This design comes from an exercise in tuning for small area, a short achievable clock period and few clock cycles per item on the open sky130 flow, not from production work.
Function was checked by simulation only, so behaviour that the tests miss may differ from the original.
Power and IR drop assume default switching activity.

==> flow/design.v <==
module sfn_mont (
    input  wire        clk,
    input  wire        rst,
    input  wire        go,
    input  wire        short,
    input  wire        a_r,
    input  wire        b_r,
    input  wire [30:0] a_in,
    input  wire [30:0] b_in,
    input  wire [30:0] q,
    input  wire [32:0] q3,       
    input  wire [3:0]  qp,       
    output wire        rv,
    output wire [30:0] r
);
    reg [30:0] A;
    reg [27:0] B;        
    reg [31:0] Sh, Ch;
    reg [3:0]  tl;       
    reg [2:0]  tc;       
    reg [2:0]  cnt;
    reg        act, rvr;
    assign rv = rvr;
    function [3:0] mtab(input [6:0] i);
        case (i)
        7'd0: mtab = 4'd0;
        7'd1: mtab = 4'd1;
        7'd2: mtab = 4'd2;
        7'd3: mtab = 4'd3;
        7'd4: mtab = 4'd4;
        7'd5: mtab = 4'd5;
        7'd6: mtab = 4'd6;
        7'd7: mtab = 4'd7;
        7'd8: mtab = 4'd8;
        7'd9: mtab = 4'd9;
        7'd10: mtab = 4'd10;
        7'd11: mtab = 4'd11;
        7'd12: mtab = 4'd12;
        7'd13: mtab = 4'd13;
        7'd14: mtab = 4'd14;
        7'd15: mtab = 4'd15;
        7'd16: mtab = 4'd0;
        7'd17: mtab = 4'd3;
        7'd18: mtab = 4'd6;
        7'd19: mtab = 4'd9;
        7'd20: mtab = 4'd12;
        7'd21: mtab = 4'd15;
        7'd22: mtab = 4'd2;
        7'd23: mtab = 4'd5;
        7'd24: mtab = 4'd8;
        7'd25: mtab = 4'd11;
        7'd26: mtab = 4'd14;
        7'd27: mtab = 4'd1;
        7'd28: mtab = 4'd4;
        7'd29: mtab = 4'd7;
        7'd30: mtab = 4'd10;
        7'd31: mtab = 4'd13;
        7'd32: mtab = 4'd0;
        7'd33: mtab = 4'd5;
        7'd34: mtab = 4'd10;
        7'd35: mtab = 4'd15;
        7'd36: mtab = 4'd4;
        7'd37: mtab = 4'd9;
        7'd38: mtab = 4'd14;
        7'd39: mtab = 4'd3;
        7'd40: mtab = 4'd8;
        7'd41: mtab = 4'd13;
        7'd42: mtab = 4'd2;
        7'd43: mtab = 4'd7;
        7'd44: mtab = 4'd12;
        7'd45: mtab = 4'd1;
        7'd46: mtab = 4'd6;
        7'd47: mtab = 4'd11;
        7'd48: mtab = 4'd0;
        7'd49: mtab = 4'd7;
        7'd50: mtab = 4'd14;
        7'd51: mtab = 4'd5;
        7'd52: mtab = 4'd12;
        7'd53: mtab = 4'd3;
        7'd54: mtab = 4'd10;
        7'd55: mtab = 4'd1;
        7'd56: mtab = 4'd8;
        7'd57: mtab = 4'd15;
        7'd58: mtab = 4'd6;
        7'd59: mtab = 4'd13;
        7'd60: mtab = 4'd4;
        7'd61: mtab = 4'd11;
        7'd62: mtab = 4'd2;
        7'd63: mtab = 4'd9;
        7'd64: mtab = 4'd0;
        7'd65: mtab = 4'd9;
        7'd66: mtab = 4'd2;
        7'd67: mtab = 4'd11;
        7'd68: mtab = 4'd4;
        7'd69: mtab = 4'd13;
        7'd70: mtab = 4'd6;
        7'd71: mtab = 4'd15;
        7'd72: mtab = 4'd8;
        7'd73: mtab = 4'd1;
        7'd74: mtab = 4'd10;
        7'd75: mtab = 4'd3;
        7'd76: mtab = 4'd12;
        7'd77: mtab = 4'd5;
        7'd78: mtab = 4'd14;
        7'd79: mtab = 4'd7;
        7'd80: mtab = 4'd0;
        7'd81: mtab = 4'd11;
        7'd82: mtab = 4'd6;
        7'd83: mtab = 4'd1;
        7'd84: mtab = 4'd12;
        7'd85: mtab = 4'd7;
        7'd86: mtab = 4'd2;
        7'd87: mtab = 4'd13;
        7'd88: mtab = 4'd8;
        7'd89: mtab = 4'd3;
        7'd90: mtab = 4'd14;
        7'd91: mtab = 4'd9;
        7'd92: mtab = 4'd4;
        7'd93: mtab = 4'd15;
        7'd94: mtab = 4'd10;
        7'd95: mtab = 4'd5;
        7'd96: mtab = 4'd0;
        7'd97: mtab = 4'd13;
        7'd98: mtab = 4'd10;
        7'd99: mtab = 4'd7;
        7'd100: mtab = 4'd4;
        7'd101: mtab = 4'd1;
        7'd102: mtab = 4'd14;
        7'd103: mtab = 4'd11;
        7'd104: mtab = 4'd8;
        7'd105: mtab = 4'd5;
        7'd106: mtab = 4'd2;
        7'd107: mtab = 4'd15;
        7'd108: mtab = 4'd12;
        7'd109: mtab = 4'd9;
        7'd110: mtab = 4'd6;
        7'd111: mtab = 4'd3;
        7'd112: mtab = 4'd0;
        7'd113: mtab = 4'd15;
        7'd114: mtab = 4'd14;
        7'd115: mtab = 4'd13;
        7'd116: mtab = 4'd12;
        7'd117: mtab = 4'd11;
        7'd118: mtab = 4'd10;
        7'd119: mtab = 4'd9;
        7'd120: mtab = 4'd8;
        7'd121: mtab = 4'd7;
        7'd122: mtab = 4'd6;
        7'd123: mtab = 4'd5;
        7'd124: mtab = 4'd4;
        7'd125: mtab = 4'd3;
        7'd126: mtab = 4'd2;
        7'd127: mtab = 4'd1;
        default: mtab = 4'd0;
        endcase
    endfunction
    function [1:0] ltab(input [6:0] i);
        case (i)
        7'd0: ltab = 2'd0;
        7'd1: ltab = 2'd1;
        7'd2: ltab = 2'd1;
        7'd3: ltab = 2'd1;
        7'd4: ltab = 2'd1;
        7'd5: ltab = 2'd1;
        7'd6: ltab = 2'd1;
        7'd7: ltab = 2'd1;
        7'd8: ltab = 2'd1;
        7'd9: ltab = 2'd1;
        7'd10: ltab = 2'd1;
        7'd11: ltab = 2'd1;
        7'd12: ltab = 2'd1;
        7'd13: ltab = 2'd1;
        7'd14: ltab = 2'd1;
        7'd15: ltab = 2'd1;
        7'd16: ltab = 2'd0;
        7'd17: ltab = 2'd1;
        7'd18: ltab = 2'd1;
        7'd19: ltab = 2'd1;
        7'd20: ltab = 2'd1;
        7'd21: ltab = 2'd1;
        7'd22: ltab = 2'd1;
        7'd23: ltab = 2'd1;
        7'd24: ltab = 2'd1;
        7'd25: ltab = 2'd1;
        7'd26: ltab = 2'd1;
        7'd27: ltab = 2'd2;
        7'd28: ltab = 2'd1;
        7'd29: ltab = 2'd1;
        7'd30: ltab = 2'd2;
        7'd31: ltab = 2'd2;
        7'd32: ltab = 2'd0;
        7'd33: ltab = 2'd1;
        7'd34: ltab = 2'd1;
        7'd35: ltab = 2'd1;
        7'd36: ltab = 2'd1;
        7'd37: ltab = 2'd2;
        7'd38: ltab = 2'd1;
        7'd39: ltab = 2'd1;
        7'd40: ltab = 2'd1;
        7'd41: ltab = 2'd2;
        7'd42: ltab = 2'd2;
        7'd43: ltab = 2'd1;
        7'd44: ltab = 2'd1;
        7'd45: ltab = 2'd2;
        7'd46: ltab = 2'd2;
        7'd47: ltab = 2'd2;
        7'd48: ltab = 2'd0;
        7'd49: ltab = 2'd1;
        7'd50: ltab = 2'd1;
        7'd51: ltab = 2'd1;
        7'd52: ltab = 2'd1;
        7'd53: ltab = 2'd1;
        7'd54: ltab = 2'd2;
        7'd55: ltab = 2'd1;
        7'd56: ltab = 2'd1;
        7'd57: ltab = 2'd1;
        7'd58: ltab = 2'd2;
        7'd59: ltab = 2'd1;
        7'd60: ltab = 2'd1;
        7'd61: ltab = 2'd2;
        7'd62: ltab = 2'd2;
        7'd63: ltab = 2'd2;
        7'd64: ltab = 2'd0;
        7'd65: ltab = 2'd1;
        7'd66: ltab = 2'd1;
        7'd67: ltab = 2'd1;
        7'd68: ltab = 2'd1;
        7'd69: ltab = 2'd1;
        7'd70: ltab = 2'd1;
        7'd71: ltab = 2'd1;
        7'd72: ltab = 2'd1;
        7'd73: ltab = 2'd2;
        7'd74: ltab = 2'd1;
        7'd75: ltab = 2'd2;
        7'd76: ltab = 2'd1;
        7'd77: ltab = 2'd2;
        7'd78: ltab = 2'd1;
        7'd79: ltab = 2'd2;
        7'd80: ltab = 2'd0;
        7'd81: ltab = 2'd1;
        7'd82: ltab = 2'd1;
        7'd83: ltab = 2'd1;
        7'd84: ltab = 2'd1;
        7'd85: ltab = 2'd1;
        7'd86: ltab = 2'd1;
        7'd87: ltab = 2'd1;
        7'd88: ltab = 2'd1;
        7'd89: ltab = 2'd2;
        7'd90: ltab = 2'd1;
        7'd91: ltab = 2'd1;
        7'd92: ltab = 2'd1;
        7'd93: ltab = 2'd2;
        7'd94: ltab = 2'd2;
        7'd95: ltab = 2'd1;
        7'd96: ltab = 2'd0;
        7'd97: ltab = 2'd1;
        7'd98: ltab = 2'd1;
        7'd99: ltab = 2'd1;
        7'd100: ltab = 2'd1;
        7'd101: ltab = 2'd1;
        7'd102: ltab = 2'd1;
        7'd103: ltab = 2'd2;
        7'd104: ltab = 2'd1;
        7'd105: ltab = 2'd1;
        7'd106: ltab = 2'd2;
        7'd107: ltab = 2'd2;
        7'd108: ltab = 2'd1;
        7'd109: ltab = 2'd2;
        7'd110: ltab = 2'd2;
        7'd111: ltab = 2'd2;
        7'd112: ltab = 2'd0;
        7'd113: ltab = 2'd1;
        7'd114: ltab = 2'd1;
        7'd115: ltab = 2'd1;
        7'd116: ltab = 2'd1;
        7'd117: ltab = 2'd2;
        7'd118: ltab = 2'd2;
        7'd119: ltab = 2'd2;
        7'd120: ltab = 2'd1;
        7'd121: ltab = 2'd2;
        7'd122: ltab = 2'd2;
        7'd123: ltab = 2'd2;
        7'd124: ltab = 2'd1;
        7'd125: ltab = 2'd2;
        7'd126: ltab = 2'd2;
        7'd127: ltab = 2'd2;
        default: ltab = 2'd0;
        endcase
    endfunction
    function [35:0] sel4(input [1:0] s, input [35:0] x1, input [35:0] x3);
        case (s)
        2'd0:    sel4 = 36'd0;
        2'd1:    sel4 = x1;
        2'd2:    sel4 = {x1[34:0], 1'b0};
        default: sel4 = x3;
        endcase
    endfunction
    function [35:0] csx(input [35:0] a, input [35:0] b, input [35:0] c);
        csx = a ^ b ^ c;
    endfunction
    function [35:0] csc(input [35:0] a, input [35:0] b, input [35:0] c);
        csc = {(a[34:0] & b[34:0]) | (a[34:0] & c[34:0]) | (b[34:0] & c[34:0]), 1'b0};
    endfunction
    function [70:0] step(input [31:0] sh, input [31:0] ch, input [3:0] l, input [2:0] c,
                         input [30:0] a, input [3:0] d,
                         input [30:0] qq, input [32:0] qq3, input [3:0] qi);
        reg [4:0]  tt;
        reg [3:0]  m;
        reg [1:0]  lc;
        reg [35:0] pm0, pm1s, f0, f1, aw, p0, p1, p2, p3, e0, e1;
        reg [35:0] k1x, k1c, k2x, k2c, k3x, k3c, k4x, k4c, k5x, k5c, x, y;
        begin
            tt  = {1'b0, l} + {1'b0, c, 1'b0};
            m   = mtab({qi[3:1], tt[3:0]});
            lc  = ltab({qq[3:1], tt[3:0]});
            pm0 = sel4(m[1:0], {5'd0, qq}, {3'd0, qq3});
            pm1s = sel4(m[3:2], {5'd0, qq}, {3'd0, qq3});
            f0  = {4'd0, pm0[35:4]};
            f1  = {2'd0, pm1s[35:2]};
            aw  = {5'd0, a};
            p0  = aw & {36{d[0]}};
            p1  = {aw[34:0], 1'b0} & {36{d[1]}};
            p2  = {aw[33:0], 2'b0} & {36{d[2]}};
            p3  = {aw[32:0], 3'b0} & {36{d[3]}};
            e0  = {4'd0, sh};
            e1  = {4'd0, ch};
            k1x = csx(e0, e1, p0);   k1c = csc(e0, e1, p0) | {35'd0, tt[4]};
            k2x = csx(p1, p2, p3);   k2c = csc(p1, p2, p3);
            k3x = csx(k1x, k1c, k2x); k3c = csc(k1x, k1c, k2x);
            k4x = csx(k3x, k3c, k2c); k4c = csc(k3x, k3c, k2c) | {35'd0, lc[0] | lc[1]};
            k5x = csx(k4x, k4c, f0);  k5c = csc(k4x, k4c, f0) | {35'd0, lc[1]};
            x   = csx(k5x, k5c, f1);  y   = csc(k5x, k5c, f1);
            step = {x[35:4], y[35:4], x[3:0], y[3:1]};
        end
    endfunction
    wire [35:0] v0 = {Sh, tl}, v1 = {Ch, tc, 1'b0};
    wire [35:0] nq  = ~{5'd0, q};
    wire [35:0] rs = v0 + v1;                           
    wire [35:0] bx = csx(v0, v1, nq), bc = csc(v0, v1, nq) | 36'd1;
    wire [35:0] rm = bx + bc;                           
    wire        use_s = rm[35];
    assign r = use_s ? rs[30:0] : rm[30:0];
    wire [30:0] an  = a_r ? r  : a_in;
    wire [31:0] bn  = short ? 32'd1 : (b_r ? rs[31:0] : {1'b0, b_in});
    wire [70:0] s0 = step(32'd0, 32'd0, 4'd0, 3'd0, an, bn[3:0], q, q3, qp);
    wire [70:0] s1 = step(Sh, Ch, tl, tc, A, B[3:0], q, q3, qp);
    wire [70:0] s2 = step(s1[70:39], s1[38:7], s1[6:3], s1[2:0], A, B[7:4], q, q3, qp);
    always @(posedge clk) begin
        if (rst) begin
            act <= 1'b0;
            rvr <= 1'b0;
        end else if (go) begin
            A   <= an;
            B   <= bn[31:4];
            {Sh, Ch, tl, tc} <= s0;
            cnt <= short ? 3'd2 : 3'd4;
            act <= 1'b1;
            rvr <= 1'b0;
        end else if (act) begin
            {Sh, Ch, tl, tc} <= s2;
            B   <= {8'd0, B[27:8]};
            cnt <= cnt - 3'd1;
            if (cnt == 3'd1) begin
                act <= 1'b0;
                rvr <= 1'b1;
            end
        end
    end
endmodule
module sfn_fau (
    input  wire        clk,
    input  wire        rst,       
    input  wire        start,     
    input  wire [7:0]  opc,
    input  wire [30:0] q,         
    input  wire [31:0] a0,
    input  wire [31:0] a1,
    input  wire [31:0] b0,
    input  wire [31:0] b1,
    output wire        ready,
    output reg         done,
    output reg  [3:0]  err,
    output wire [30:0] res0,
    output wire [30:0] res1
);
    localparam [7:0] OP_FADD  = 8'h10, OP_FSUB  = 8'h11, OP_FMUL   = 8'h12,
                     OP_FINV  = 8'h13, OP_FSQRT = 8'h14,
                     OP_F2ADD = 8'h20, OP_F2SUB = 8'h21, OP_F2MUL  = 8'h22,
                     OP_F2INV = 8'h23, OP_F2SQRT= 8'h24, OP_F2NEG  = 8'h25;
    localparam [3:0] E_NOTINV = 4'd2, E_UNSUPMOD = 4'd3, E_NONCANON = 4'd4,
                     E_NOTSQ  = 4'd5, E_ILLEGAL  = 4'd6;
    localparam [5:0]
        S_IDLE = 6'd0,  S_CHK  = 6'd1,                  S_WR1  = 6'd3,
        S_FM1  = 6'd4,  S_FM2  = 6'd5,  S_FM3  = 6'd6,
        S_KM1  = 6'd7,                  S_KM2  = 6'd9,  S_KM3  = 6'd10,
        S_KM4  = 6'd11, S_KM5  = 6'd12,                 S_KM6  = 6'd14,
        S_KM7  = 6'd15,                 S_KM8  = 6'd17, S_KM9  = 6'd18,
        S_I1   = 6'd19, S_I2   = 6'd20, S_I3   = 6'd21, S_I3B  = 6'd22,
        S_I4   = 6'd23, S_I5   = 6'd24, S_I6   = 6'd25, S_I7   = 6'd26,
        S_I8   = 6'd27,
        S_GW   = 6'd28,                 S_GMW  = 6'd30, S_FX0  = 6'd31,
        S_FX1  = 6'd32,
        S_PRE1 = 6'd48, S_PRE2 = 6'd49,
        S_SQ0  = 6'd33, S_POW  = 6'd34, S_SQ1  = 6'd35, S_SQ2  = 6'd36,
        S_R5   = 6'd37, S_R6   = 6'd38, S_R6B  = 6'd39, S_R6C  = 6'd40,
        S_R7   = 6'd41, S_R8   = 6'd42, S_R8B  = 6'd43, S_R8C  = 6'd44,
        S_R9   = 6'd45, S_R10  = 6'd46, S_FIN  = 6'd47;
    reg [5:0]  st, pret, gret;
    reg        rdy;
    reg [7:0]  op;
    reg [30:0] qr;
    reg [32:0] q3r;
    reg [3:0]  qpr;
    reg [31:0] x0, x1, x2, x3;
    reg [30:0] z;                
    reg [5:0]  zsk;              
    reg [4:0]  tbr;              
    assign ready = rdy;
    assign res0  = x0[30:0];
    assign res1  = x1[30:0];
    wire [30:0] w0 = x0[30:0], w1 = x1[30:0], w2 = x2[30:0], w3 = x3[30:0];
    function [3:0] qpf(input [3:0] qq);
        case (qq[3:1])
        3'd0: qpf = 4'd15;   
        3'd1: qpf = 4'd5;    
        3'd2: qpf = 4'd3;    
        3'd3: qpf = 4'd9;    
        3'd4: qpf = 4'd7;    
        3'd5: qpf = 4'd13;   
        3'd6: qpf = 4'd11;   
        default: qpf = 4'd1;  
        endcase
    endfunction
    function [4:0] topbit(input [31:0] x);    
        integer i;
        begin
            topbit = 5'd0;
            for (i = 0; i < 32; i = i + 1)
                if (x[i]) topbit = i[4:0];
        end
    endfunction
    wire [31:0] qp1 = {1'b0, qr} + 32'd1;     
    wire is_fp1  = (op == OP_FADD) || (op == OP_FSUB) || (op == OP_FMUL) ||
                   (op == OP_FINV) || (op == OP_FSQRT);
    wire is_fp2  = (op == OP_F2ADD) || (op == OP_F2SUB) || (op == OP_F2MUL) ||
                   (op == OP_F2INV) || (op == OP_F2SQRT) || (op == OP_F2NEG);
    wire two_op  = (op == OP_FADD) || (op == OP_FSUB) || (op == OP_FMUL) ||
                   (op == OP_F2ADD) || (op == OP_F2SUB) || (op == OP_F2MUL);
    wire need_q3 = is_fp2 || (op == OP_FSQRT);
    wire [31:0] qw = {1'b0, qr};
    wire noncanon = (x0 >= qw) || (two_op && (x2 >= qw)) ||
                    (is_fp2 && (x1 >= qw)) || (is_fp2 && two_op && (x3 >= qw));
    wire chk_ill = !is_fp1 && !is_fp2;
    wire chk_uns = need_q3 && (qr[1:0] != 2'b11);
    wire x0z = (x0 == 32'd0);
    wire x1z = (x1 == 32'd0);
    wire x2z = (x2 == 32'd0);
    reg         mgo, mshort, ma_r, mb_r;
    reg  [2:0]  ma_sel, mb_sel;   
    wire        mrv;
    wire [30:0] mr;
    reg  [30:0] u, v;
    reg  [30:0] ma_in, mb_in;
    always @* begin
        case (ma_sel)
        3'd0:    ma_in = w0;
        3'd1:    ma_in = w1;
        3'd2:    ma_in = w2;
        3'd3:    ma_in = w3;
        default: ma_in = u;
        endcase
        case (mb_sel)
        3'd0:    mb_in = w0;
        3'd1:    mb_in = w1;
        3'd2:    mb_in = w2;
        3'd3:    mb_in = w3;
        3'd4:    mb_in = u;
        default: mb_in = z;
        endcase
    end
    sfn_mont u_mul (
        .clk(clk), .rst(rst), .go(mgo), .short(mshort), .a_r(ma_r), .b_r(mb_r),
        .a_in(ma_in), .b_in(mb_in), .q(qr), .q3(q3r), .qp(qpr),
        .rv(mrv), .r(mr)
    );
    reg  [6:0]  fr;
    wire [2:0]  f_t = fr[6:4];
    wire [2:0]  f_o = fr[3:1];
    wire        f_sub = fr[0];
    reg  [30:0] fT, fO;
    always @* begin
        case (f_t)
        3'd0:    fT = w0;
        3'd1:    fT = w1;
        3'd2:    fT = w2;
        3'd3:    fT = w3;
        default: fT = 31'd0;
        endcase
        case (f_o)
        3'd0:    fO = w0;
        3'd1:    fO = w1;
        3'd2:    fO = w2;
        3'd3:    fO = w3;
        default: fO = 31'd0;
        endcase
    end
    wire [33:0] fTw = {3'd0, fT};
    wire [33:0] fOw = f_sub ? ~{3'd0, fO} : {3'd0, fO};
    wire [33:0] fQ  = f_sub ? {3'd0, qr} : ~{3'd0, qr};
    wire [33:0] fx0 = fTw ^ fOw;
    wire [33:0] fy0 = {fTw[32:0] & fOw[32:0], f_sub};
    wire [33:0] fx1 = fTw ^ fOw ^ fQ;
    wire [33:0] fy1 = {(fTw[32:0] & fOw[32:0]) | (fTw[32:0] & fQ[32:0]) | (fOw[32:0] & fQ[32:0]), 1'b1};
    wire [33:0] fn0 = fx0 + fy0;                         
    wire [33:0] fn1 = fx1 + fy1;                         
    wire        f_use1 = f_sub ? fn0[33] : ~fn1[33];
    wire [30:0] fres = f_use1 ? fn1[30:0] : fn0[30:0];
    localparam [1:0] G_OFF = 2'd0, G_DIV = 2'd1, G_JAC = 2'd2, G_DBL = 2'd3;
    reg  [1:0]  gm;
    reg         jt, jo;           
    reg  [5:0]  gcnt;
    reg         gsel;             
    wire        u1 = (u == 31'd1), v1 = (v == 31'd1), uz = (u == 31'd0);
    wire        gstop = u1 || v1 || uz;
    wire [31:0] duv = {1'b0, u} - {1'b0, v};
    wire [31:0] dvu = {1'b0, v} - {1'b0, u};
    wire        ue = ~u[0], ve = ~v[0];
    wire        gd = (gm == G_DIV);
    wire        ku2 = ~u[1];                
    wire        kv2 = ~v[1];
    wire        kd2 = ~(u[1] ^ v[1]);
    wire        gj2 = ue ? ku2 : ve ? kv2 : kd2;    
    wire        v35 = (v[2:0] == 3'd3) || (v[2:0] == 3'd5);
    wire        u35 = (u[2:0] == 3'd3) || (u[2:0] == 3'd5);
    wire        uv33 = u[1] & v[1];
    wire        ugt = ~duv[31];
    wire [31:0] dsh = ugt ? duv : dvu;
    wire [30:0] dres = kd2 ? {1'b0, dsh[31:2]} : dsh[31:1];
    wire        gstep = (gm == G_DIV || gm == G_JAC) && !gstop;
    wire [30:0] csum = fn0[30:0];         
    reg         zin_ar;
    wire [30:0] hzi = zin_ar ? w2 : z;
    wire        hz2 = !zin_ar && gj2 && (zsk == 6'd0);
    wire [1:0]  hzc = hz2 ? (2'd0 - hzi[1:0] * qr[1:0]) : {1'b0, hzi[0]};
    wire [32:0] hzq = (hzc == 2'd0) ? 33'd0 : (hzc == 2'd1) ? {2'b0, qr} :
                      (hzc == 2'd2) ? {1'b0, qr, 1'b0} : q3r;
    wire [32:0] hzs = {2'b0, hzi} + hzq;
    wire [30:0] hz  = hz2 ? hzs[32:2] : hzs[31:1];
    wire [32:0] d1 = {1'b0, u, 1'b0} - {2'b0, qr};
    wire [30:0] u2 = d1[32] ? {u[29:0], 1'b0} : d1[30:0];
    wire [32:0] d2 = {1'b0, u2, 1'b0} - {2'b0, qr};
    wire [30:0] u4 = d2[32] ? {u2[29:0], 1'b0} : d2[30:0];
    wire        dbl_done = (gm == G_DBL) && (gcnt == 6'd0);
    wire        jdone = (gm == G_JAC) && gstop;
    wire        jsq   = uz || !jt;
    wire        dgo = (st == S_IDLE) && start && (opc == OP_FMUL || opc == OP_F2MUL);
    wire [4:0]  qtop = topbit({1'b0, q});                   
    wire [6:0]  ndbl = ((opc == OP_FMUL) ? 7'd48 : 7'd64) - {2'b0, qtop};
    wire [30:0] dbl0 = ndbl[0] ? (31'd1 << (qtop - 5'd1)) : (31'd1 << qtop);
    wire [5:0]  dcyc = ndbl[6:1] + {5'd0, ndbl[0]};
    reg         g_div, g_jac, g_off;
    reg  [1:0]  g_src;                    
    reg         g_za1;                    
    reg  [4:0]  pi;
    reg  [1:0]  pp;
    reg         pdone, pfirst, eb0, eb1, pwin, pbase, prib;
    wire        win = |(esh[30:0] & esh[31:1]);
    reg  [1:0]  jact;                     
    wire [4:0]  pim1 = pi - 5'd1;
    wire [4:0]  pim2 = pi - 5'd2;
    wire [4:0]  tbm2 = tbr - 5'd2;
    wire [4:0]  tbm1 = tbr - 5'd1;
    wire [31:0] esh  = qp1 >> 2;
    reg         p_start;
    reg         p_b;                      
    reg  [5:0]  p_ret;
    reg  [1:0]  p_jact;
    reg         fxd;                      
    reg  [5:0]  fret;
    function [6:0] fuc(input [5:0] ns, input [7:0] o, input fd, input gs);
        case (ns)
        S_CHK:  fuc = (o == OP_FADD || o == OP_F2ADD) ? {3'd0, 3'd2, 1'b0} :
                      (o == OP_FSUB || o == OP_F2SUB) ? {3'd0, 3'd2, 1'b1} :
                      (o == OP_F2NEG)                 ? {3'd4, 3'd0, 1'b1} :
                                                        {3'd0, 3'd1, 1'b0};   
        S_WR1:  fuc = (o == OP_F2NEG) ? {3'd4, 3'd1, 1'b1} :
                      (o == OP_F2ADD) ? {3'd1, 3'd3, 1'b0} : {3'd1, 3'd3, 1'b1};
        S_KM1:  fuc = {3'd2, 3'd3, 1'b0};      
        S_KM4:  fuc = {3'd1, 3'd3, 1'b1};      
        S_KM5:  fuc = {3'd1, 3'd3, 1'b0};      
        S_KM7:  fuc = {3'd1, 3'd2, 1'b1};      
        S_I3:   fuc = {3'd2, 3'd3, 1'b0};      
        S_I8:   fuc = {3'd4, 3'd1, 1'b1};      
        S_R6:   fuc = {3'd3, 3'd0, 1'b1};      
        S_R8:   fuc = {3'd2, 3'd3, 1'b1};      
        S_FX0:  fuc = gs ? {3'd4, {1'b0, fd, 1'b0}, 1'b1} : {{1'b0, fd, 1'b0}, 3'd4, 1'b0};   
        S_GW:   fuc = {3'd2, 3'd3, 1'b0};      
        S_FX1:  fuc = {{1'b0, fd, 1'b0}, {1'b0, fd, 1'b0}, 1'b0};   
        default: fuc = 7'd0;
        endcase
    endfunction
    reg  [5:0]  nst;
    reg         d_done;
    reg  [3:0]  d_err;
    reg  [2:0]  wx0, wx1, wx2, wx3;
    reg         set_gret, set_fx;
    reg  [5:0]  n_gret, n_fret;
    reg         n_fxd;
    always @* begin
        nst = st; d_done = 1'b0; d_err = 4'd0;
        wx0 = 3'd0; wx1 = 3'd0; wx2 = 3'd0; wx3 = 3'd0;
        mgo = 1'b0; mshort = 1'b0; ma_r = 1'b0; mb_r = 1'b0; ma_sel = 3'd0; mb_sel = 3'd0;
        g_div = 1'b0; g_jac = 1'b0; g_off = 1'b0; g_src = 2'd0; g_za1 = 1'b0;
        p_start = 1'b0; p_b = 1'b0; p_ret = S_IDLE; p_jact = 2'd0;
        set_gret = 1'b0; n_gret = S_IDLE;
        set_fx = 1'b0; n_fret = S_IDLE; n_fxd = 1'b0;
        zin_ar = 1'b0;
        if (gd && gstep) begin
            if (ue)        wx2 = gj2 ? 3'd7 : 3'd6;                       
            else if (ve)   wx3 = gj2 ? 3'd7 : 3'd6;                       
            else if (ugt)  begin wx3 = 3'd5; wx2 = gj2 ? 3'd7 : 3'd6; end  
            else           begin wx2 = 3'd5; wx3 = gj2 ? 3'd7 : 3'd6; end  
        end
        case (st)
        S_IDLE: ;
        S_CHK: begin
            if (chk_ill) begin
                d_err = E_ILLEGAL; d_done = 1'b1; nst = S_IDLE;
            end else if (chk_uns) begin
                d_err = E_UNSUPMOD; d_done = 1'b1; nst = S_IDLE;
            end else if (noncanon) begin
                d_err = E_NONCANON; d_done = 1'b1; nst = S_IDLE;
            end else begin
                case (op)
                OP_FADD, OP_FSUB: begin wx0 = 3'd1; d_done = 1'b1; nst = S_IDLE; end
                OP_F2ADD, OP_F2SUB, OP_F2NEG: begin wx0 = 3'd1; nst = S_WR1; end
                OP_FMUL: begin
                    mgo = 1'b1; ma_sel = 3'd0; mb_sel = 3'd2; nst = S_FM1;
                end
                OP_F2MUL: begin
                    mgo = 1'b1; ma_sel = 3'd0; mb_sel = 3'd2; wx0 = 3'd1; nst = S_KM1;   
                end
                OP_FINV: begin
                    if (x0z) begin
                        d_err = E_NOTINV; d_done = 1'b1; nst = S_IDLE;
                    end else begin
                        g_div = 1'b1; g_src = 2'd0;
                        set_gret = 1'b1; n_gret = S_FIN; nst = S_GW;
                        set_fx = 1'b1; n_fret = S_FIN; n_fxd = 1'b0;
                    end
                end
                OP_F2INV: begin
                    mgo = 1'b1; ma_sel = 3'd0; mb_sel = 3'd0; nst = S_I1;
                end
                OP_F2SQRT: begin
                    if (x1z) nst = S_SQ0;
                    else begin
                        mgo = 1'b1; ma_sel = 3'd0; mb_sel = 3'd0; nst = S_I1;
                    end
                end
                default: nst = S_SQ0;    
                endcase
            end
        end
        S_WR1: begin wx1 = 3'd1; d_done = 1'b1; nst = S_IDLE; end
        S_FIN: begin d_done = 1'b1; nst = S_IDLE; end
        S_FM1: if (mrv && dbl_done) begin
            mgo = 1'b1; ma_r = 1'b1; mb_sel = 3'd4; nst = S_FM2;
        end
        S_FM2: if (mrv) begin
            mgo = 1'b1; ma_r = 1'b1; mb_sel = 3'd4; nst = S_FM3;
        end
        S_FM3: if (mrv) begin wx0 = 3'd2; d_done = 1'b1; nst = S_IDLE; end
        S_KM1:  begin wx2 = 3'd1; nst = S_KM2; end                                        
        S_KM2: if (mrv) begin
            mgo = 1'b1; ma_sel = 3'd1; mb_sel = 3'd3; wx1 = 3'd2; nst = S_KM3;              
        end
        S_KM3: if (mrv) begin
            mgo = 1'b1; ma_sel = 3'd0; mb_sel = 3'd2; wx3 = 3'd2; nst = S_KM4;              
        end
        S_KM4:  begin wx0 = 3'd1; nst = S_KM5; end                                        
        S_KM5:  begin wx2 = 3'd1; nst = S_KM6; end                                        
        S_KM6: if (mrv && dbl_done) begin
            mgo = 1'b1; ma_sel = 3'd0; mb_sel = 3'd4; wx1 = 3'd2; nst = S_KM7;              
        end
        S_KM7:  begin wx1 = 3'd1; nst = S_KM8; end                                        
        S_KM8: if (mrv) begin
            mgo = 1'b1; ma_sel = 3'd1; mb_sel = 3'd4; wx0 = 3'd2; nst = S_KM9;
        end
        S_KM9: if (mrv) begin wx1 = 3'd2; d_done = 1'b1; nst = S_IDLE; end
        S_I1: if (mrv) begin
            mgo = 1'b1; ma_sel = 3'd1; mb_sel = 3'd1; wx2 = 3'd2; nst = S_I2;
        end
        S_I2: if (mrv) begin wx3 = 3'd2; nst = S_I3; end
        S_I3: begin wx2 = 3'd1; nst = S_I3B; end                                          
        S_I3B: begin
            if (op == OP_F2INV) begin
                if (x2z) begin
                    d_err = E_NOTINV; d_done = 1'b1; nst = S_IDLE;
                end else begin
                    g_div = 1'b1; g_src = 2'd3;
                    set_gret = 1'b1; n_gret = S_I5; nst = S_GW;
                    set_fx = 1'b1; n_fret = S_I5; n_fxd = 1'b1;
                end
            end else
                nst = S_I4;
        end
        S_I4: begin    
            g_jac = 1'b1; g_src = 2'd3;
            p_start = 1'b1; p_b = 1'b1; p_ret = S_R5; p_jact = 2'd1;
        end
        S_I5: begin
            mgo = 1'b1; ma_sel = 3'd0; mb_sel = 3'd2; nst = S_I6;
        end
        S_I6: if (mrv) begin
            mgo = 1'b1; ma_sel = 3'd1; mb_sel = 3'd2; wx0 = 3'd2; nst = S_I7;
        end
        S_I7: if (mrv) begin wx1 = 3'd2; nst = S_I8; end
        S_I8: begin wx1 = 3'd1; d_done = 1'b1; nst = S_IDLE; end                         
        S_GW: if (gstop) begin
            mgo = 1'b1; ma_sel = u1 ? 3'd3 : 3'd2; mb_sel = 3'd5; nst = S_GMW;
        end
        S_GMW: if (mrv) begin
            if (fxd) wx2 = 3'd2; else wx0 = 3'd2;
            if (gsel || zsk != 6'd0) nst = S_FX0;
            else if (gret == S_FIN) begin d_done = 1'b1; nst = S_IDLE; end
            else nst = gret;
        end
        S_FX0: begin                                                                      
            if (fxd) wx2 = 3'd1; else wx0 = 3'd1;
            if (zsk != 6'd0) nst = S_FX1;
            else if (fret == S_FIN) begin d_done = 1'b1; nst = S_IDLE; end
            else nst = fret;
        end
        S_FX1: begin                                                                      
            if (fxd) wx2 = 3'd1; else wx0 = 3'd1;
            if (zsk == 6'd1) begin
                if (fret == S_FIN) begin d_done = 1'b1; nst = S_IDLE; end
                else nst = fret;
            end
        end
        S_SQ0: begin
            g_jac = 1'b1; g_src = 2'd0;
            p_start = 1'b1; p_b = 1'b0; p_ret = S_SQ1;
            p_jact = (op == OP_FSQRT) ? 2'd1 : 2'd0;
        end
        S_SQ1: begin
            mgo = 1'b1; mshort = 1'b1; ma_r = !prib; ma_sel = 3'd0; nst = S_SQ2;
        end
        S_SQ2: if (mrv && jdone) begin
            if (op == OP_FSQRT) begin
                if (jsq) wx0 = 3'd2; else d_err = E_NOTSQ;
            end else begin
                if (jsq) begin wx0 = 3'd2; wx1 = 3'd3; end
                else     begin wx0 = 3'd3; wx1 = 3'd2; end
            end
            d_done = 1'b1; nst = S_IDLE;
        end
        S_POW: begin
            if (jdone && !jsq && jact == 2'd1) begin
                d_err = E_NOTSQ; d_done = 1'b1; nst = S_IDLE;
            end else if (jdone && !jsq && jact == 2'd2) begin
                nst = S_R8;
            end else if (mrv || pfirst) begin
                if (pp == 2'd1) begin
                    mgo = 1'b1; ma_r = 1'b1; mb_sel = pbase ? 3'd2 : 3'd0;
                end else if (pp == 2'd3) begin
                    mgo = 1'b1; ma_r = 1'b1; mb_sel = 3'd5;
                end else if (pp == 2'd2 || !pdone) begin
                    mgo = 1'b1;
                    if (pfirst) begin
                        ma_sel = pbase ? 3'd2 : 3'd0; mb_sel = pbase ? 3'd2 : 3'd0;
                    end else begin
                        ma_r = 1'b1; mb_r = 1'b1;
                    end
                end else
                    nst = pret;
            end
        end
        S_PRE1: if (mrv) begin             
            mgo = 1'b1; ma_r = 1'b1; mb_sel = pbase ? 3'd2 : 3'd0; nst = S_PRE2;
        end
        S_PRE2: if (mrv) nst = S_POW;
        S_R5: if (jdone) begin
            if (!jsq) begin
                d_err = E_NOTSQ; d_done = 1'b1; nst = S_IDLE;
            end else begin
                if (prib) wx3 = 3'd3; else wx3 = 3'd2;                                    
                nst = S_R6;
            end
        end
        S_R6:  begin wx2 = 3'd1; nst = S_R6B; end                                         
        S_R6B: begin zin_ar = 1'b1; nst = S_R6C; end                                      
        S_R6C: begin wx2 = 3'd4; nst = S_R7; end                                          
        S_R7: begin
            g_jac = 1'b1; g_src = 2'd3;
            p_start = 1'b1; p_b = 1'b1; p_ret = S_R9; p_jact = 2'd2;
        end
        S_R8:  begin g_off = 1'b1; wx2 = 3'd1; nst = S_R8B; end                           
        S_R8B: nst = S_R8C;
        S_R8C: begin p_start = 1'b1; p_b = 1'b1; p_ret = S_R9; p_jact = 2'd0; end
        S_R9: begin
            if (gm == G_JAC && !jdone) ;                  
            else if (gm == G_JAC && !jsq) nst = S_R8;
            else begin
                mgo = 1'b1; mshort = 1'b1; ma_r = !prib; ma_sel = 3'd2; nst = S_R10;
            end
        end
        S_R10: if (mrv) begin     
            wx1 = 3'd2; g_div = 1'b1; g_src = 2'd2; g_za1 = 1'b1;
            set_gret = 1'b1; n_gret = S_FIN; nst = S_GW;
            set_fx = 1'b1; n_fret = S_FIN; n_fxd = 1'b0;
        end
        default: nst = S_IDLE;
        endcase
        if (p_start) begin
            if (tbr == 5'd0)
                nst = p_ret;
            else if (win) begin                                          
                mgo = 1'b1; ma_sel = p_b ? 3'd2 : 3'd0; mb_sel = p_b ? 3'd2 : 3'd0;
                nst = S_PRE1;
            end else begin                                               
                mgo = 1'b1; ma_sel = p_b ? 3'd2 : 3'd0; mb_sel = p_b ? 3'd2 : 3'd0;
                nst = S_POW;
            end
        end
        if (g_div) begin
            wx2 = 3'd3; wx3 = 3'd4;
        end
    end
    always @(posedge clk) begin
        if (rst) begin
            st   <= S_IDLE;
            rdy  <= 1'b1;
            done <= 1'b0;
            gm   <= G_OFF;
        end else begin
            done <= d_done;
            if (d_done) err <= d_err;
            fr <= fuc((st == S_IDLE) ? S_CHK : nst, (st == S_IDLE) ? opc : op,
                      set_fx ? n_fxd : fxd, (st == S_GW) ? !u1 : gsel);
            if (st == S_IDLE) begin
                if (start) begin
                    op  <= opc; qr <= q; qpr <= qpf(q[3:0]);
                    x0  <= a0; x1 <= a1; x2 <= b0; x3 <= b1;
                    rdy <= 1'b0;
                    st  <= S_CHK;
                end
            end else begin
                st  <= nst;
                if (d_done) rdy <= 1'b1;
                case (wx0)
                3'd1: x0 <= {1'b0, fres};
                3'd2: x0 <= {1'b0, mr};
                3'd3: x0 <= 32'd0;
                default: ;
                endcase
                case (wx1)
                3'd1: x1 <= {1'b0, fres};
                3'd2: x1 <= {1'b0, mr};
                3'd3: x1 <= 32'd0;
                default: ;
                endcase
                case (wx2)
                3'd1: x2 <= {1'b0, fres};
                3'd2: x2 <= {1'b0, mr};
                3'd3: x2 <= 32'd0;
                3'd4: x2 <= {1'b0, z};
                3'd5: x2 <= {1'b0, csum};
                3'd6: x2 <= {x2[30:0], 1'b0};
                3'd7: x2 <= {x2[29:0], 2'b0};
                default: ;
                endcase
                case (wx3)
                3'd1: x3 <= {1'b0, fres};
                3'd2: x3 <= {1'b0, mr};
                3'd3: x3 <= x2;
                3'd4: x3 <= 32'd1;
                3'd5: x3 <= {1'b0, csum};
                3'd6: x3 <= {x3[30:0], 1'b0};
                3'd7: x3 <= {x3[29:0], 2'b0};
                default: ;
                endcase
            end
            if (st == S_CHK) begin
                q3r  <= {2'b00, qr} + {1'b0, qr, 1'b0};
                tbr  <= topbit(qp1) - 5'd2;
            end
            if (set_gret) gret <= n_gret;
            if (set_fx) begin fret <= n_fret; fxd <= n_fxd; end
            if (g_div) begin
                z   <= g_za1 ? w1 : 31'd1;
                zsk <= g_za1 ? 6'd31 : 6'd32;
            end else if (st == S_PRE2 && mrv) begin
                z   <= mr;                       
            end else if (zin_ar) begin
                z   <= hz;
            end else if (gd && gstep) begin
                if (zsk > {5'd0, gj2}) zsk <= zsk - (gj2 ? 6'd2 : 6'd1);
                else begin
                    zsk <= 6'd0;
                    if (zsk == 6'd0 || (zsk == 6'd1 && gj2)) z <= hz;
                end
            end else if (st == S_FX1 && zsk != 6'd0) begin
                zsk <= zsk - 6'd1;
            end
            if (p_start) begin
                pbase  <= p_b;
                jact   <= p_jact;
                pret   <= p_ret;
                prib   <= (tbr == 5'd0);
                pwin   <= win;
                if (win) begin
                    pi     <= tbm1;
                    eb0    <= esh[tbm1];
                    eb1    <= (tbm1 != 5'd0) && esh[tbm2];
                    pdone  <= 1'b0;
                    pp     <= 2'd0;
                    pfirst <= 1'b1;
                end else begin           
                    pi     <= tbm2;
                    eb0    <= esh[tbm2];
                    eb1    <= (tbm2 != 5'd0) && esh[tbr - 5'd3];
                    pdone  <= (tbm1 == 5'd0);
                    pp     <= esh[tbm1] ? 2'd1 : 2'd0;
                    pfirst <= 1'b0;
                end
            end else if (st == S_PRE2 && mrv) begin
                if (eb0) begin                   
                    pfirst <= 1'b0;
                    pdone  <= (pi == 5'd0);
                    pi     <= pim1;
                    eb0    <= esh[pim1];
                    eb1    <= (pim1 != 5'd0) && esh[pim2];
                end
            end else if (st == S_POW && (mrv || pfirst) && !(jdone && !jsq && jact != 2'd0)) begin
                pfirst <= 1'b0;
                if (pp == 2'd1 || pp == 2'd3)
                    pp <= 2'd0;
                else if (pp == 2'd2)
                    pp <= 2'd3;
                else if (!pdone) begin
                    if (eb0 && pwin && eb1 && pi != 5'd0) begin
                        pp    <= 2'd2;
                        pdone <= (pi == 5'd1);
                        pi    <= pim2;
                        eb0   <= esh[pim2];
                        eb1   <= (pim2 != 5'd0) && esh[pi - 5'd3];
                    end else begin
                        pp    <= eb0 ? 2'd1 : 2'd0;
                        pdone <= (pi == 5'd0);
                        pi    <= pim1;
                        eb0   <= esh[pim1];
                        eb1   <= (pim1 != 5'd0) && esh[pim2];
                    end
                end
            end
            if (g_div || g_jac) begin
                gm <= g_div ? G_DIV : G_JAC;
                u  <= (g_src == 2'd0) ? w0 : (g_src == 2'd2) ? mr : w2;
                v  <= qr;
                jt <= 1'b0; jo <= 1'b0;
            end else if (g_off) begin
                gm <= G_OFF;
            end else if (dgo) begin
                gm   <= G_DBL;
                u    <= dbl0;
                gcnt <= dcyc;
            end else if (gm == G_DBL) begin
                if (gcnt != 6'd0) begin
                    u    <= u4;
                    gcnt <= gcnt - 6'd1;
                end
            end else if (gm == G_DIV || gm == G_JAC) begin
                if (gstop) begin
                    gsel <= !u1;
                end else begin
                    if (ue) begin
                        u  <= ku2 ? u >> 2 : u >> 1;
                        if (!ku2 && v35) jt <= ~jt;
                    end else if (ve) begin
                        v  <= kv2 ? v >> 2 : v >> 1;
                        if (!kv2 && u35) jt <= ~jt;
                    end else if (ugt) begin
                        u  <= dres;
                        jo <= 1'b0;
                        jt <= jt ^ (jo & uv33) ^ (!kd2 & v35);
                    end else begin
                        v  <= dres;
                        jo <= 1'b1;
                        jt <= jt ^ (~jo & uv33) ^ (!kd2 & u35);
                    end
                end
            end
        end
    end
endmodule
==> flow/run.sh <==
#!/bin/bash
# synth_recipe.tcl (not shown) runs the flow's synth.tcl, then flattens the netlist and writes it again
# the make line also repeats each setting of config.mk as NAME=value (left out here)
make -C /OpenROAD-flow-scripts/flow DESIGN_CONFIG=/design/flow/config.mk WORK_HOME=/design/flow/orfs CLKGATE_MAP_FILE= SYNTH_SCRIPT=/design/flow/synth_recipe.tcl finish
==> flow/config.mk <==
export PLATFORM = sky130hd
export DESIGN_NAME = sfn_fau
export DESIGN_NICKNAME = sfn_fau
export VERILOG_FILES = /design/flow/design.v
export SDC_FILE = /design/flow/constraint.sdc
export NUM_CORES = 8
export LEC_CHECK = 0
export CAP_MARGIN = 20
export CORE_MARGIN = 2
export CORE_UTILIZATION = 45
export SETUP_SLACK_MARGIN = 4.5
export SLEW_MARGIN = 20
==> flow/constraint.sdc <==
create_clock -name core_clock -period 11.0 [get_ports {clk}]
set_input_delay 2.2000 -clock core_clock [delete_from_list [all_inputs] [get_ports {clk}]]
set_output_delay 2.2000 -clock core_clock [all_outputs]
set_load 0.01 [all_outputs]
==> metrics.md <==
| Metric | Value |
|---|---|
| Initial core utilization | `approximately 45%` |
| Max Slew Vio Count | `0` |
| Initial antenna violation count | `28` |
| Yosys reg bits | `between 400 and 500` |
| Hold Crit Class | `reg -> reg` |
| DIE WIDTH | `419 µm` |
| Num rows | `152` |
| Syn Std Cell Area | `77300 µm²` |
| Area growth syn-to-layout | `19.6%` |
| Syn Inst Count | `9099` |
| Critical Path RT | `11490 ps` |
| Fin cells | `roughly 12000` |
| First-pass GRT wire length | `about 590000 µm` |
| Synth cell types | `120` |
| Pwr Density | `118 nW/µm²` |
| Ys Warns | `2` |
| Sequential Area | `14700 µm²` |
| Clk slew on worst S/H paths | `approximately 60 ps` |
| PortBufs | `approximately 240` |
| TritonCTS Sinks | `~490` |
| Most used cell, CP | `fa_2` |
| Final hold violation count | `0` |
| Hold endpoint | `rdy` |
| Detail Route Antenna Nets | `0` |
| RSZ-0062 raised after global routing | `true` |
| DRT Pass-1 Iters | `17` |
| FF-to-FF path depth | `30` |
| Total Routing Usage GR | `47.6%` |
| Startpoint Class | `register` |
| Worst Skew | `54.3 ps` |
| Peak Freq | `0.140 GHz` |
| Syn_nets | `roughly 10000` |
| Cts hold-fix bufs | `0` |
| Beginning of the worst hold path | `rdy` |
| 1st-iter DRT viols | `13100` |
| Post-synth ARST share | `0%` |
| Vias | `82500` |
| Reg2reg start | `u_mul.tl[1]` |
| Depth of the CTS H-tree | `3` |
| Slew of the pin with the lowest slew margin | `1350 ps` |
| Critical Path Sink Type | `register` |
| Core ar. | `around 170000 µm²` |
| Vias per cell | `7.01` |
| Hold path depth | `2` |
| Residual DRC count | `0` |
| CTS tree | `yes` |
| Chip height | `419 µm` |
| Outcome | `no timing/DRC/antenna violations` |
| Gpl congestion | `1.07` |
| Fin Setup TNS | `0 ps` |
| CP max stage cell | `fa_2` |
| Dpl hpwl | `313000 µm` |
| Final period util | `64.9%` |
| Reg-to-Reg End | `u_mul.Sh[24]` |
| Worst-path maximum fanout | `7` |
| CTS Buf Count | `71` |
| Crit Path Category | `reg -> reg` |
| GRT Residual Overflow | `0` |
| DRT Wirelength | `428000 µm` |
| Die ar. | `~180000 µm²` |
| Worst EP arrival | `7620 ps` |
| Setup Viol. Count Final | `0` |
| Drt wl/cell | `36.4 µm` |
| CP max stage delay | `between 600 and 700 ps` |
| Max_slew headroom | `9.24%` |
| Register area share after synthesis | `a little under a fifth` |
| Fillers | `approximately 16000` |
| Area occupied by multi-input gates | `60800 µm²` |
| Maxcap violations | `0` |
| Number of synthesized flops with an enable pin | `roughly 480` |
| Worst R2R Setup Slack | `3860 ps` |
| Top FF cell, synth | `edfxtp_1` |
| Vias in the first global route | `around 80000` |
| Share of cells above drive strength 1 | `roughly 17%` |
| Syn Area/Cell | `8.50 µm²` |
| Minimum clock period | `7140 ps` |
| Worst skew pair latency | `750 ps` |
| Total power | `10900 µW` |
| Leak pwr | `0.0385 µW` |
| Layout Nets | `10800` |
| Max VDD drop | `roughly 120 µV` |
| Placed cells | `between 10000 and 15000` |
| Clock root cell | `clkbuf_16` |
| IO Count | `238` |
| CTS max path bufs | `3` |
| Pin count of the biggest net entering global routing | `146` |
[logic make-up (layout without fill, tap and decap cells)]
family	count (synthesis)	in the layout	share of synthesized area, %
buffers and inverters	1335	1748	7.01
other	1	19	0.00485
AND/OR/NAND/NOR	2675	2679	16.2
multiplexers	420	420	6.62
XOR/XNOR	374	375	4.27
flip-flops	494	494	19.0
adder cells (fa/ha/maj)	1152	1152	23.4
AO/OA/AOI/OAI	2648	2650	23.4
[synth_stat cells, types with 210 or more instances]
cell type,n,share of area [%]
nand2_1,1003,4.9
edfxtp_1,482,19
inv_1,706,3.4
mux2i_1,210,2.7
fa_1,493,13
clkbuf_1,445,2.2
o21ai_0,466,3.0
and2_1,250,2.0
a21oi_1,689,4.5
ha_1,659,11
xnor2_1,268,3.0
nor2_1,636,3.1
a221oi_1,214,2.4
[stage by stage]
step                      worst slack [ps]  util (%)  hold slack (ps)  instance area [µm²]
after floorplan                       4100         -              474                77700
after global placement                2140      48.2              479                82600
after detailed placement              2000      48.2              457                82600
after CTS                             3940      52.7              477                90200
after global routing                  3700      54.0              521                92400
final                                 3860      54.0              473                92500
[worst max-delay path: cells and delay by family (launching register included)]
family                     cells  cell delay (ps)
muxes                          3             1250
adders and majority gates      7             2610
buffers and inverters          6              760
xor gates and xnor gates       1              260
AOI/OAI and AO/OA              8              910
and+or+nand+nor                5              600
DFF                            1              440
[layer usage]
| metal | track usage (%) | vias to the layer above | wire length (µm) |
|---|---|---|---|
| li1 | - | 33900 | - |
| met4 | 37.9 | 24 | 43600 |
| met5 | 0.0556 | - | 160 |
| met3 | 18.9 | 1794 | 63000 |
| met2 | 66.8 | 6675 | 171000 |
| met1 | 57.5 | 40100 | 150000 |
[flip-flops by register name, summed over array words and instances (netlist names), 4 cells and up]
name / cells
u_mul.A: 31
u_mul.tl: 4
v: 31
x2: 32
st: 6
x1: 32
pret: 4
op: 8
qr: 31
tbr: 5
x0: 32
u_mul.Ch: 32
q3r: 33
gcnt: 6
fr: 7
u_mul.B: 28
pi: 5
u: 31
u_mul.Sh: 31
x3: 32
zsk: 6
z: 31
[timing repair]
| action | in CTS | in global routing |
|---|---|---|
| buffers inserted | 259 | 89 |
| endpoints found under the setup margin | 364 | 187 |
| resized for setup | 562 | 286 |
| pin swaps | 140 | 143 |
| gates cloned | 25 | 3 |
[where the power goes]
group	total, µW	leakage (µW)	internal [µW]	switching, µW
sequential	2450	0.00452	2270	172
clock	2500	0.00113	1400	1100
combinational	5980	0.0328	2540	3440
total	10900	0.0385	6210	4720
[layout by cell type (no fill, tap or decap), drive strengths merged, types with 80 or more instances in the layout]
cell,netlist,final
a21o,167,167
a21oi,690,690
a221oi,236,236
a22oi,102,102
a31oi,134,134
and2,251,252
buf,178,663
clkbuf,445,91
clkdlybuf4s50,0,235
edfxtp,482,482
fa,493,493
ha,659,659
inv,708,690
mux2,157,157
mux2i,210,210
nand2,1004,1004
nand3,134,134
nor2,639,641
nor3,149,149
nor4,82,82
o21a,80,80
o21ai,488,488
xnor2,271,271
xor2,103,104
[area by class of cell]
cell class,count,share of cell area (%)
multi-input combinational,7277,65.7
sequential,494,15.9
timing repair buffer,911,9.81
tap,2233,3.02
inverter,712,3.00
clock buffer,84,2.04
clock inverter,41,0.473
antenna,18,0.0487
[how the worst max path moves through the flow]
stage               depth (start not counted)           end  slack (ps)        start
finish                                     30  u_mul.Sh[24]        3860  u_mul.tl[1]
detailed placement                         24   u_mul.Sh[3]        2000  u_mul.tl[1]
global route                               31   u_mul.tl[0]        3700  u_mul.tl[1]
floorplan                                  30  u_mul.Sh[24]        4100  u_mul.tl[1]
CTS                                        28   u_mul.Sh[1]        3940  u_mul.tc[0]
global placement                           26   u_mul.Sh[2]        2140  u_mul.tl[1]
Testbench counts, summed over its fixed seeds: cycles 63,893, ops 1,600.

==> port drivers added, routing unchanged <==
How much do the figures lean on ideal ports? The routed layout below was timed once more, with nothing changed but the port constraints.
Step 1 sets driving cells, clkbuf_16 on the clock port and buf_2 on the other inputs (assumed; they add their load-dependent delay and slew).
Step 2 times the ports against the registers' clock, not the clock port: input delays grow and output delays shrink by t, the midpoint of the rising clock arrivals with the driver on.
Slacks: no drivers / after step 1 / after step 2; pairs: no drivers / after step 1.
t, ns: 0.814
slack for setup (ns): 3.864 / 3.864 / 3.864
hold WS [ns]: 0.473 / 0.473 / 0.473
latest minus earliest clock arrival (ns): 0.054 / 0.054
pins driven straight from the clock port: 1
After both steps setup and hold are still met in this run. For this run, drivers alone change the setup slack by 0.000 ns; drivers and shift together by 0.000 ns.
